What follows belongs to an exercise in optimizing a design on an open flow for small area, a short achievable clock period and few clock cycles per item; a production flow would make more cautious choices.
Only simulation tests tie the RTL to the original design; equivalence was not proved.
No activity file was given, so power comes from the tool's default toggle rates.

== build 61 ==
Design bac_encoder, start of the top module:
module bac_encoder (
    input  wire       clk,
    input  wire       rst,
    input  wire       in_valid,
    output wire       in_ready,
    input  wire [1:0] in_kind,
    input  wire [7:0] in_byte,
    output wire       out_valid,
    input  wire       out_ready,
    output wire [7:0] out_byte
);
Size in the first run: ~30,000 cells after synthesis, ~0.28 mm² of cells after synthesis.
clock: 16.0 ns
lec_check: 0
cap_margin: 20
core_margin: 2
core_utilization: 60
cts_cluster_diameter: 100
cts_cluster_size: 20
gpl_routability_driven: 1
gpl_timing_driven: 1
place_density: 0.75
setup_slack_margin: 5
slew_margin: 20
tns_end_percent: 100
standard.sh (not shown) runs the stock make flow with config.mk's settings and CLKGATE_MAP_FILE= SYNTH_SCRIPT=/design/flow/synth_recipe.tcl, a recipe that flattens the netlist after the stock synthesis.
==> flow/flow/run.sh <==
#!/bin/bash
# Own layout flow.
#  1. the standard synthesis, unchanged (standard.sh synth).
#  2. The netlist's combinational logic is mapped again, region by region
#     (flow/regions.py, flow/remap.sh), each region handed to ABC on its own
#     so that it is mapped against its own critical path rather than the
#     whole design's:
#       - the cells feeding the coder's interval registers, the rest of the
#         coder, and the divider: cells (full/half adders too) turned into
#         their logic functions and mapped with a delay-driven script
#         (flow/resyn.abc: structural choices, mapping against a 5 ns target
#         with the library's load-dependent delays, buffering and sizing);
#       - the table and the rest keep the standard mapping.
#     The registers keep their instance names and cell types, as do the tie
#     cells.
#  3. The rest of the standard flow (standard.sh finish) with
#     SETUP_SLACK_MARGIN raised, so that repair_timing works on every path
#     longer than (clock period - margin).  Clock period and constraints are
#     the standard flow's.
# Each tool's output goes to a log file of its own in this folder.
set -euo pipefail
MARGIN=${MARGIN:-7.5}
bash standard.sh synth > flow_synth.log 2>&1

R=orfs/results/${FLOW_PLATFORM:-sky130hd}/bac_encoder/base
LIB=$FLOW_HOME/platforms/sky130hd/lib/sky130_fd_sc_hd__tt_025C_1v80.lib
YOSYS=$FLOW_HOME/../tools/install/yosys/bin/yosys
[[ -x $YOSYS ]] || YOSYS=yosys
TOP=${FLOW_TOP:-bac_encoder}
cp $R/1_2_yosys.v $R/1_2_yosys_standard.v
mkdir -p regions
printf 'set_driving_cell sky130_fd_sc_hd__buf_1\nset_load 5\n' > regions/abc.constr
python3 flow/regions.py $LIB $R/1_2_yosys_standard.v $TOP regions \
  "$(cat flow/region0.txt)" '^\\u_coder\.' '^\\u_div\.' '^\\u_table\.' > flow_regions.log 2>&1
bash flow/remap.sh $LIB $YOSYS regions $TOP "0 1 2" \
  $PWD/flow/resyn.abc $PWD/regions/abc.constr flow/dont_use.txt \
  $R/1_2_yosys.v "3 4" > flow_remap.log 2>&1
rm -f $R/1_synth.odb $R/1_synth.sdc

if grep -q 'SETUP_SLACK_MARGIN=' standard.sh; then
  sed "s/SETUP_SLACK_MARGIN=[^ ']*/SETUP_SLACK_MARGIN=${MARGIN}/" standard.sh > standard_tight.sh
else
  sed "s/CLKGATE_MAP_FILE= /CLKGATE_MAP_FILE= SETUP_SLACK_MARGIN=${MARGIN} /" standard.sh > standard_tight.sh
fi
bash standard_tight.sh finish > flow_layout.log 2>&1
test -f out/final.def
==> flow/flow/resyn.abc <==
strash
dch -f
map -D 5000
topo
buffer -c -N 6
upsize -D 5000
dnsize -D 5000
stime -p
Other scripts of this flow, unchanged in this note and not shown: flow/flow/dont_use.txt, flow/flow/region0.txt, flow/flow/regions.py, flow/flow/remap.sh
Build 61 ended with every stage complete and zero timing, DRC or antenna violations.
Testbench counts of build 61, summed over its fixed seeds: cycles 10,962, symbols 10,794.
Setup changes, build 61 to build 6
Settings: changing PLACE_DENSITY from 0.75 to 0.8; changing CORE_UTILIZATION from 60 to 65.
diff --git a/flow/flow/run.sh b/flow/flow/run.sh
--- a/flow/flow/run.sh
+++ b/flow/flow/run.sh
@@ -11,3 +11,4 @@
 #         (flow/resyn.abc: structural choices, mapping against a 5 ns target
-#         with the library's load-dependent delays, buffering and sizing);
+#         with the library's load-dependent delays, buffering and sizing;
+#         flow/resyn_loop.abc, a 4.5 ns target, for the interval registers);
 #       - the table and the rest keep the standard mapping.
@@ -21,3 +22,3 @@
 set -euo pipefail
-MARGIN=${MARGIN:-7.5}
+MARGIN=${MARGIN:-8}
 bash standard.sh synth > flow_synth.log 2>&1
@@ -34,3 +35,3 @@
   "$(cat flow/region0.txt)" '^\\u_coder\.' '^\\u_div\.' '^\\u_table\.' > flow_regions.log 2>&1
-bash flow/remap.sh $LIB $YOSYS regions $TOP "0 1 2" \
+SCRIPT_r0=$PWD/flow/resyn_loop.abc bash flow/remap.sh $LIB $YOSYS regions $TOP "0 1 2" \
   $PWD/flow/resyn.abc $PWD/regions/abc.constr flow/dont_use.txt \
==> flow/flow/resyn_loop.abc (new file) <==
strash
dch -f
map -D 4500
topo
buffer -c -N 6
upsize -D 4500
dnsize -D 4500
stime -p
## What came out
- Delta (build 6 minus build 61): total power after layout has increased, fraction of area in registers has decreased, mean routed wirelength per cell has increased, utilization has increased, critical path depth has increased.
- Build 6 reports its highest-delay cell along the critical path as sky130_fd_sc_hd__edfxtp_1 while build 61 reports sky130_fd_sc_hd__and2_4.
- Diff build 61 -> build 6 | detailed route wirelength on metal3 | increase of 18,000 µm
[inputs] build 19 vs build 6
Settings: PLACE_DENSITY now 0.75, was 0.8; CORE_UTILIZATION now 60, was 65.
diff --git a/flow/flow/run.sh b/flow/flow/run.sh
--- a/flow/flow/run.sh
+++ b/flow/flow/run.sh
@@ -10,5 +10,5 @@
 #         their logic functions and mapped with a delay-driven script
-#         (flow/resyn.abc: structural choices, mapping against a 5 ns target
+#         (flow/resyn.abc: structural choices, mapping against a 4.5 ns target
 #         with the library's load-dependent delays, buffering and sizing;
-#         flow/resyn_loop.abc, a 4.5 ns target, for the interval registers);
+#         flow/resyn_loop.abc, the same, for the interval registers);
 #       - the table and the rest keep the standard mapping.
@@ -22,3 +22,3 @@
 set -euo pipefail
-MARGIN=${MARGIN:-8}
+MARGIN=${MARGIN:-8.5}
 bash standard.sh synth > flow_synth.log 2>&1
==> flow/flow/resyn.abc <==
strash
dch -f
map -D 4500
topo
buffer -c -N 6
upsize -D 4500
dnsize -D 4500
stime -p
Results
Data arrival at the endpoint of the critical path in build 19 is 180 ps above build 6. Part of the total power dissipated in combinational logic is lower on build 6. Build 6 → build 19: global-route wire length before repair climbed 2.7%; cell count after placement climbed 2.4%. Compared build 19 vs build 6, and synthesized area is up in build 19. Max freq build 6 -> build 19: degraded. Build 19 vs build 6: clock tree buffer count of the final layout down by a few percent. Clock-pin transition on the worst setup and hold timing paths essentially unchanged between build 19 and build 6.
The inputs of build 89 differ from those of build 19 as listed below.
Settings: a change of SLEW_MARGIN from 20 to 10; a change of CAP_MARGIN from 20 to 10.
diff --git a/flow/flow/run.sh b/flow/flow/run.sh
--- a/flow/flow/run.sh
+++ b/flow/flow/run.sh
@@ -10,5 +10,5 @@
 #         their logic functions and mapped with a delay-driven script
-#         (flow/resyn.abc: structural choices, mapping against a 4.5 ns target
+#         (flow/resyn.abc: structural choices, mapping against a 5 ns target
 #         with the library's load-dependent delays, buffering and sizing;
-#         flow/resyn_loop.abc, the same, for the interval registers);
+#         flow/resyn_loop.abc, a 4.5 ns target, for the interval registers);
 #       - the table and the rest keep the standard mapping.
@@ -22,3 +22,3 @@
 set -euo pipefail
-MARGIN=${MARGIN:-8.5}
+MARGIN=${MARGIN:-8}
 bash standard.sh synth > flow_synth.log 2>&1
==> flow/flow/resyn.abc <==
strash
dch -f
map -D 5000
topo
buffer -c -N 6
upsize -D 5000
dnsize -D 5000
stime -p
--- outcome ---
Build 89: no failed stages, no open violations at the end. Against build 19 as the reference, build 89 delivers a lower global-route track usage on met1. Between build 19 and build 89, the flow reports non-clock buffer count decreasing by more than 10%. Of build 19 and build 89, the higher static leakage belongs to build 19. Diff build 19 and build 89: sequential share of layout area lower in build 19. Shortest clock period the worst path allows after layout: build 89 vs build 19 up 120 ps. Of build 89 and build 19, it is build 89 that has the lower aggregate global-route resource usage. Measured against build 89, the count of clock-buffer cells in the layout of build 19 comes out at 0.949 times the reference value. Number of DRC markers after the initial detailed-route iteration (build 89 vs. build 19) decreases by more than 10%.

## static timing again, ports no longer ideal
No port has a modelled driver above. Below, the same layouts with a new extraction and two added sets of constraints.
Step 1 assumes that a clkbuf_16 drives the clock port and a buf_2 every other input.
Step 2 moves the port delays by t, midway between the first and last clock arrival at a register: inputs arrive t later, outputs are due t later. That takes back most of the time a late clock gives input paths.
a / b / c = ideal / step 1 / step 2; a / b = the first two.
run | t (ns) | setup slack, ns | clock arrival spread, ns | worst data-port slew with drivers (ns)
build 61 | 1.103 | 7.460 / 7.460 / 7.460 | 0.099 / 0.100 | 0.27
build 6 | 1.091 | 7.988 / 7.988 / 7.988 | 0.113 / 0.113 | 0.27
build 19 | 1.107 | 7.912 / 7.912 / 7.912 | 0.093 / 0.093 | 0.30
build 89 | 1.073 | 7.794 / 7.794 / 7.794 | 0.098 / 0.098 | 0.22
After both steps setup and hold are still met in every run listed.
